From an optimization exercise on the open Yosys and OpenROAD flow, aimed at small area, a short achievable clock period and few clock cycles; shortcuts taken in it are not production practice. The RTL of this run was laid out without a check of its function.

## design/flow/design.v

```verilog
module fp_add (
    input  wire [31:0] a,
    input  wire [31:0] b,
    output reg  [31:0] y
);
    wire        a_big = (a[30:0] >= b[30:0]);
    wire [31:0] x = a_big ? a : b;
    wire [31:0] z = a_big ? b : a;
    wire [7:0]  ex = (x[30:23] == 8'd0) ? 8'd1 : x[30:23];
    wire [7:0]  ez = (z[30:23] == 8'd0) ? 8'd1 : z[30:23];
    wire [23:0] mx = {x[30:23] != 8'd0, x[22:0]};
    wire [23:0] mz = {z[30:23] != 8'd0, z[22:0]};
    wire [7:0]  d      = ex - ez;
    wire [5:0]  dsh    = (d > 8'd48) ? 6'd48 : d[5:0];
    wire [71:0] zshift = {mz, 48'd0} >> dsh;
    wire [26:0] mz_e   = {zshift[71:46], |zshift[45:0]};
    wire [26:0] mx_e   = {mx, 3'b000};
    wire        sub = x[31] ^ z[31];
    wire [27:0] sum = sub ? ({1'b0, mx_e} - {1'b0, mz_e})
                          : ({1'b0, mx_e} + {1'b0, mz_e});
    reg  [4:0]  lz;
    integer     i;
    always @* begin
        lz = 5'd27;
        for (i = 0; i <= 26; i = i + 1)
            if (sum[i]) lz = 5'd26 - i[4:0];
    end
    reg  [26:0] n;
    reg  [8:0]  e;
    reg  [7:0]  s;
    reg  [24:0] mr;
    reg         rnd;
    reg  [8:0]  ef;
    always @* begin
        s = 8'd0;
        if (sum[27]) begin
            n = {sum[27:2], sum[1] | sum[0]};
            e = {1'b0, ex} + 9'd1;
        end else begin
            s = ({3'b000, lz} < (ex - 8'd1)) ? {3'b000, lz} : (ex - 8'd1);
            n = sum[26:0] << s;
            e = {1'b0, ex} - {1'b0, s};
        end
        rnd = n[2] & (n[1] | n[0] | n[3]);
        mr  = {1'b0, n[26:3]} + {24'd0, rnd};
        if (mr[24])
            ef = e + 9'd1;
        else if (mr[23])
            ef = e;
        else
            ef = 9'd0;
        if (sum == 28'd0)
            y = {sub ? 1'b0 : x[31], 31'd0};
        else if (ef >= 9'd255)
            y = {x[31], 8'hFF, 23'd0};
        else
            y = {x[31], ef[7:0], mr[24] ? 23'd0 : mr[22:0]};
    end
endmodule
module fp_mul (
    input  wire [31:0] a,
    input  wire [31:0] b,
    output reg  [31:0] y
);
    wire        sgn = a[31] ^ b[31];
    wire        zero = (a[30:0] == 31'd0) || (b[30:0] == 31'd0);
    wire [7:0]  ea = (a[30:23] == 8'd0) ? 8'd1 : a[30:23];
    wire [7:0]  eb = (b[30:23] == 8'd0) ? 8'd1 : b[30:23];
    wire [23:0] ma = {a[30:23] != 8'd0, a[22:0]};
    wire [23:0] mb = {b[30:23] != 8'd0, b[22:0]};
    wire [47:0] p  = ma * mb;
    reg  [5:0]  lz;
    integer     i;
    always @* begin
        lz = 6'd48;
        for (i = 0; i <= 47; i = i + 1)
            if (p[i]) lz = 6'd47 - i[5:0];
    end
    wire [47:0]        pn = p << lz;
    wire signed [10:0] en = $signed({3'b000, ea}) + $signed({3'b000, eb})
                          - $signed({5'd0, lz}) - 11'sd126;
    reg  [73:0] v;
    reg  [10:0] rs;
    reg  [8:0]  e;
    reg         rnd;
    reg  [24:0] mr;
    reg  [9:0]  ef;
    always @* begin
        if (en < 11'sd1) begin
            rs = 11'sd1 - en;
            if (rs > 11'd50) rs = 11'd50;
            v  = {pn, 26'd0} >> rs;
            e  = 9'd1;
        end else begin
            rs = 11'd0;
            v  = {pn, 26'd0};
            e  = en[8:0];
        end
        rnd = v[49] & (v[48] | (|v[47:0]) | v[50]);
        mr  = {1'b0, v[73:50]} + {24'd0, rnd};
        if (mr[24])
            ef = {1'b0, e} + 10'd1;
        else if (mr[23])
            ef = {1'b0, e};
        else
            ef = 10'd0;
        if (zero)
            y = {sgn, 31'd0};
        else if (!en[10] && (ef >= 10'd255 || en > 11'sd254))
            y = {sgn, 8'hFF, 23'd0};
        else
            y = {sgn, ef[7:0], mr[24] ? 23'd0 : mr[22:0]};
    end
endmodule
module quant (
    input  wire [31:0] s,
    output wire [15:0] q16,
    output wire [31:0] q32
);
    wire [7:0]  es = (s[30:23] == 8'd0) ? 8'd1 : s[30:23];
    wire [23:0] ms = {s[30:23] != 8'd0, s[22:0]};
    wire [38:0] p16 = ms * 15'd32767;
    wire [54:0] p32 = ms * 31'h7FFFFFFF;
    reg  [15:0] m16;
    reg  [31:0] m32;
    always @* begin
        if (es >= 8'd150) begin
            m16 = p16[15:0] << (es - 8'd150);
            m32 = p32[31:0] << (es - 8'd150);
        end else begin
            m16 = p16 >> (8'd150 - es);
            m32 = p32 >> (8'd150 - es);
        end
    end
    assign q16 = s[31] ? (16'd0 - m16) : m16;
    assign q32 = s[31] ? (32'd0 - m32) : m32;
endmodule
module ahb1_refill (
    input  wire        clk,
    input  wire        rst,         
    input  wire        start,       
    input  wire        half,        
    input  wire        depth32,     
    input  wire        wave,        
    input  wire [31:0] inc,         
    output wire        ready,
    output reg         done,
    output wire [31:0] phase,
    output wire        mem_we,
    output wire [9:0]  mem_addr,
    output wire [15:0] mem_wdata
);
    localparam B = 128;
    localparam S_IDLE  = 2'd0;
    localparam S_OSC   = 2'd1;
    localparam S_QUANT = 2'd2;
    localparam S_WRITE = 2'd3;
    reg [1:0]  state;
    reg [31:0] phase_r;
    reg [31:0] inc_r;
    reg        half_r;
    reg        depth_r;
    reg        wave_r;
    reg [6:0]  idx;         
    reg [1:0]  k;           
    reg [31:0] smp_r;       
    reg [31:0] q_r;         
    localparam [31:0] F_ONE = 32'h3F800000;
    localparam [31:0] F_TWO = 32'h40000000;
    wire [31:0] p2, s_saw;
    fp_mul u_mul_p2  (.a(F_TWO), .b(phase_r), .y(p2));
    fp_add u_add_saw (.a(p2), .b(F_ONE | 32'h80000000), .y(s_saw));
    wire [31:0] s2, t, two_m_t, s_sin;
    fp_mul u_mul_s2  (.a(F_TWO), .b({1'b0, s_saw[30:0]}), .y(s2));
    fp_add u_add_t   (.a(s2), .b(F_ONE | 32'h80000000), .y(t));
    fp_add u_add_tmt (.a(F_TWO), .b({1'b1, t[30:0]}), .y(two_m_t));
    fp_mul u_mul_sin (.a(t), .b(two_m_t), .y(s_sin));
    wire [31:0] sample = wave_r ? s_sin : s_saw;
    wire [31:0] q;
    fp_add u_add_ph (.a(phase_r), .b(inc_r), .y(q));
    reg [31:0] q_floor;
    always @* begin
        if (q[30:23] < 8'd127)
            q_floor = 32'd0;
        else if (q[30:23] >= 8'd150)
            q_floor = q;
        else
            q_floor = {q[31:23], q[22:0] & ~(23'h7FFFFF >> (q[30:23] - 8'd127))};
    end
    wire [31:0] phase_next;
    fp_add u_add_wrap (.a(q), .b({~q_floor[31], q_floor[30:0]}), .y(phase_next));
    wire [15:0] q16;
    wire [31:0] q32;
    quant u_quant (.s(smp_r), .q16(q16), .q32(q32));
    wire [1:0]  k_last = depth_r ? 2'd3 : 2'd1;
    wire [9:0]  base = half_r ? (depth_r ? 10'd512 : 10'd256) : 10'd0;
    wire [9:0]  offs = depth_r ? {1'b0, idx, k} : {2'b00, idx, k[0]};
    assign ready     = (state == S_IDLE);
    assign phase     = phase_r;
    assign mem_we    = (state == S_WRITE);
    assign mem_addr  = base + offs;
    assign mem_wdata = (depth_r && !k[0]) ? q_r[31:16] : q_r[15:0];
    always @(posedge clk) begin
        if (rst) begin
            state   <= S_IDLE;
            phase_r <= 32'd0;
            inc_r   <= 32'd0;
            half_r  <= 1'b0;
            depth_r <= 1'b0;
            wave_r  <= 1'b0;
            idx     <= 7'd0;
            k       <= 2'd0;
            smp_r   <= 32'd0;
            q_r     <= 32'd0;
            done    <= 1'b0;
        end else begin
            done <= 1'b0;
            case (state)
                S_IDLE: begin
                    if (start) begin
                        inc_r   <= inc;
                        half_r  <= half;
                        depth_r <= depth32;
                        wave_r  <= wave;
                        idx     <= 7'd0;
                        state   <= S_OSC;
                    end
                end
                S_OSC: begin
                    smp_r   <= sample;
                    phase_r <= phase_next;
                    state   <= S_QUANT;
                end
                S_QUANT: begin
                    q_r   <= depth_r ? q32 : {16'd0, q16};
                    k     <= 2'd0;
                    state <= S_WRITE;
                end
                S_WRITE: begin
                    k <= k + 2'd1;
                    if (k == k_last) begin
                        if (idx == B - 1) begin
                            state <= S_IDLE;
                            done  <= 1'b1;
                        end else begin
                            idx   <= idx + 7'd1;
                            state <= S_OSC;
                        end
                    end
                end
            endcase
        end
    end
endmodule
```

## design/flow/run.sh

```bash
#!/bin/bash
# synth_recipe.tcl (not shown) runs the flow's synth.tcl, then flattens the netlist and writes it again
# the make line also repeats each setting of config.mk as NAME=value (left out here)
make -C /OpenROAD-flow-scripts/flow DESIGN_CONFIG=/design/flow/config.mk WORK_HOME=/design/flow/orfs CLKGATE_MAP_FILE= SYNTH_SCRIPT=/design/flow/synth_recipe.tcl finish
```

## design/flow/config.mk

```make
export PLATFORM = sky130hd
export DESIGN_NAME = ahb1_refill
export DESIGN_NICKNAME = ahb1_refill
export VERILOG_FILES = /design/flow/design.v
export SDC_FILE = /design/flow/constraint.sdc
export NUM_CORES = 4
export LEC_CHECK = 0
export CAP_MARGIN = 20
export CORE_MARGIN = 2
export CORE_UTILIZATION = 30
export PLACE_DENSITY = 0.45
export SLEW_MARGIN = 20
```

## design/flow/constraint.sdc

```tcl
create_clock -name core_clock -period 100.0 [get_ports {clk}]
set_input_delay 20.0000 -clock core_clock [delete_from_list [all_inputs] [get_ports {clk}]]
set_output_delay 20.0000 -clock core_clock [all_outputs]
set_load 0.01 [all_outputs]
```

==> notes.md <==
-- cells in the mapped netlist (all sizes together), types with 184 or more instances --
library cell	n	area (um^2)
mux2i	320	3240
inv	1335	5040
nor2	1783	7080
a21oi	1244	6490
and2	192	1290
o22ai	209	1490
o211ai	256	2100
o21bai	193	1480
xor2	213	1950
nand2	2293	8890
nand3	597	3360
clkbuf	602	3500
nor3	628	3780
a21o	216	1670
ha	864	10800
fa	867	17400
nor4	184	1460
buf	357	3660
a31oi	226	1530
a211oi	313	2570
o21ai	1019	5490
xnor2	437	3910
-- sequential cells by signal, indices dropped and copies added, names as in the netlist --
name,count
phase_r,32
k,2
inc_r,32
done,1
q_r,32
state,2
depth_r,1
half_r,1
smp_r,32
wave_r,1
idx,7
-- stage by stage --
stage / util [%] / cells
global placement: 30.8 / 22496
finish: 31.0 / 22536
detailed placement: 30.8 / 22496
global route: 31.0 / 22534
floorplan: - / 17398
CTS: 31.0 / 22528
-- layout make-up --
cell class	count	area (um^2)
diodes	8	20.0
clock buffers	18	429
clock inverters	14	153
fillers	46731	292000
inverters	1354	5170
multi-input cells	14905	112000
flip-flops and latches	143	2870
well taps	5663	7090
repair buffers	431	3480
-- worst max-delay path, delay by kind of cell, from the launching register on --
kind | cells | cell delay (ps)
AND/OR/NAND/NOR | 109 | 31160
adder cells (fa/ha/maj) | 31 | 11600
buffers and inverters | 28 | 5910
AO/OA/AOI/OAI | 141 | 34360
multiplexers | 4 | 970
XOR/XNOR | 12 | 4740
flip-flops | 1 | 420
-- kinds of logic after synthesis --
logic type,count (synthesis)
mux,440
flops,143
buf+inv,2350
other cells,1
compound gates,5287
simple gates,6792
fa+ha+maj,1731
xor+xnor,650
-- worst max-delay path by stage --
stage / from / end / slack [ps] / cells after the start
after floorplan: phase_r[30] / smp_r[4] / 30300 / 361
after global placement: phase_r[30] / smp_r[4] / 14010 / 328
after detailed placement: phase_r[30] / smp_r[11] / 12330 / 324
after CTS: phase_r[30] / smp_r[11] / 11910 / 324
after global routing: phase_r[30] / smp_r[11] / 3460 / 324
final: phase_r[30] / smp_r[11] / 10270 / 325
-- cell usage in the layout (no fill, tap or decap), types with 147 or more instances in the layout --
| master | count |
|---|---|
| sky130_fd_sc_hd__nand2b_1 | 147 |
| sky130_fd_sc_hd__nand2_1 | 2228 |
| sky130_fd_sc_hd__nor3_1 | 534 |
| sky130_fd_sc_hd__inv_1 | 1319 |
| sky130_fd_sc_hd__ha_1 | 861 |
| sky130_fd_sc_hd__nand3_1 | 547 |
| sky130_fd_sc_hd__mux2i_1 | 313 |
| sky130_fd_sc_hd__nor4_1 | 152 |
| sky130_fd_sc_hd__a211oi_1 | 276 |
| sky130_fd_sc_hd__o21bai_1 | 185 |
| sky130_fd_sc_hd__fa_1 | 866 |
| sky130_fd_sc_hd__nand4_1 | 165 |
| sky130_fd_sc_hd__xnor2_1 | 420 |
| sky130_fd_sc_hd__a21o_1 | 184 |
| sky130_fd_sc_hd__o211ai_1 | 223 |
| sky130_fd_sc_hd__o21ai_0 | 806 |
| sky130_fd_sc_hd__nor2_1 | 1671 |
| sky130_fd_sc_hd__o22ai_1 | 182 |
| sky130_fd_sc_hd__xor2_1 | 198 |
| sky130_fd_sc_hd__a21oi_1 | 1187 |
| sky130_fd_sc_hd__buf_4 | 334 |
| sky130_fd_sc_hd__a31oi_1 | 209 |
-- routing by layer --
layer	vias to the layer above	GRT usage, %	routed length, um
met5	-	0	48
met4	6	9.86	25400
met3	1088	2.79	38800
met2	5996	42.2	262000
met1	66232	35.4	255000
li1	61911	-	-
==> results_dict.tcl <==
set metrics [dict create \
    cts_hold_repair.buffers 0 \
    timing.critical_path.fanout_max 67 \
    grt_overflow_total 0 \
    syn_to_final_growth_pct 3.11 \
    timing.hold.worst_path_depth 2 \
    cap_viol_max_count 0 \
    synth.ff_latch_count 143 \
    initialDrtViolationCount 14996 \
    route.detailed.drc 0 \
    holdCritStartpoint "phase_r[18]" \
    hold_viol_final 0 \
    endpoint_kind "flip-flop" \
    worst_r2r_path_depth 325 \
    synth.avg_cell_area_um2 7.31 \
    resized_after_cts 0 \
    clock_tree.root_cell "sky130_fd_sc_hd__clkbuf_16" \
    postCtsSetupBuffers 0 \
    ys_seq_area_share_pct 2.25 \
    tns_ps 0 \
    worst_skew_pair.late_latency_ps 560 \
    reg_to_reg_setup_timing_slack_ps 10270 \
    grt_start_max_net_pins 72 \
    cts-buffers-inserted 17 \
    final_setup_vio_count 0 \
    grt_util_all_layers_pct 26.1 \
    critical_path_class "reg2reg" \
    synth_compound_area_share_pct 30.2 \
    largest_family_of_logic_cells_by_synthesized_area "compound AO/OA/AOI/OAI gates" \
    routed_wire_length_per_instance_um 25.8 \
    timing_worst_slew_pin_value_ps 1280 \
    prevailing_post_synth_register_cell "sky130_fd_sc_hd__dfxtp_1" \
    critical-path-max-stage-delay_ps 1220 \
    run_status "timing/DRC/antenna clean" \
    fmax_mhz 11.1 \
    clk_path_buf_depth 2 \
    final_cell_area_um2 131000 \
    port_buffers 98 \
    fp-row-count 239 \
    synthMuxAreaShare_pct 3.92 \
    finalNetCount 18621 \
    antenna_found_initial 9 \
    wirelength_um 581000 \
    number_of_instances_in_the_synthesized_netlist 17394 \
    first_global_vias 130436 \
    max_slew_vio_count 0 \
    num_vias 135233 \
    worst_hold_path_endpoint "phase_r[18]" \
    holdCritPathClass "reg2reg" \
    floorplan.io_pins 99 \
    crit_path_top_delay_cell "sky130_fd_sc_hd__nor4_1" \
    synth_edf_count 0 \
    tritoncts "built" \
    dr.pass1.iters 7 \
    die_area_um2 429000 \
    ys_types 239 \
    floorplan.initialDensity_pct 30.1 \
    final.period_utilization_pct 89.7 \
    crit_path_start_kind "flip-flop" \
    worst_case_setup_margin_in_the_final_layout_ps 10270 \
    dp_worst_setup_slack_ps 12330 \
    yosys.area_share.xor_xnor_pct 4.61 \
    drive_above_1_share_pct 11.1 \
    ant_nets 0 \
    detail_route.vias_per_cell 6.00 \
    clkSinkCount 143 \
    yosys_warnings 4 \
    htree_num_levels 4 \
    core_um2 423000 \
    cell_area_placed_um2 130000 \
    grt_setup_unrepaired "false" \
    cp_common_cell "sky130_fd_sc_hd__a21oi_1" \
    grt_pass1_wl_um 867000 \
    skew_ps 25.4 \
    dpl.hpwl_um 471000 \
    cp_data_required_time_ps 100370 \
    regToRegEndpoint "smp_r[11]" \
    area_share_of_and_or_nand_nor_cells_after_synthesis_pct 26.8 \
    synth_adder_area_share_pct 22.2 \
    r2r-start "phase_r[30]" \
    worst_ep_arrival_time_ps 90110 \
    globalplace.congestion 0.994 \
    die_height_um 655 \
    clkSlewWorstSetupHoldPaths_ps 90 \
    async_set_or_reset_flop_fraction_in_the_synthesized_netlist_pct 0 \
    netlist_area_um2 127000 \
    worst_hold_check_slack_ps 461 \
    die_w_um 655 \
    slew_headroom_pct 13.6 \
    timing.final.crit_period_ps 89730 \
]

-- afterwards: timing with drivers on the ports --
The flow's constraints put no driver on any port. The routed layout listed below was extracted and timed again, unchanged, in two steps.
Step 1 (the two cells are an assumption about what drives the block):
set clk [get_ports {clk}]
set_driving_cell -lib_cell sky130_fd_sc_hd__clkbuf_16 $clk
set_driving_cell -lib_cell sky130_fd_sc_hd__buf_2 [delete_from_list [all_inputs] $clk]
Step 2, shift: input delay + t, output delay - t, t = (earliest + latest rising clock arrival at the registers) / 2. This alone moves slack from input paths to output paths.
Three values: ideal, step 1, step 2; two values: the first two.
t, ns: 0.643
setup slack, ns: 10.268 / 10.268 / 10.268
slew at the worst register clock pin (ns): 0.09 / 0.09
worst data-port slew with drivers (ns): 0.08
After both steps setup and hold are still met in this run. For this run, drivers alone change the setup slack by 0.000 ns; drivers and shift together by 0.000 ns.
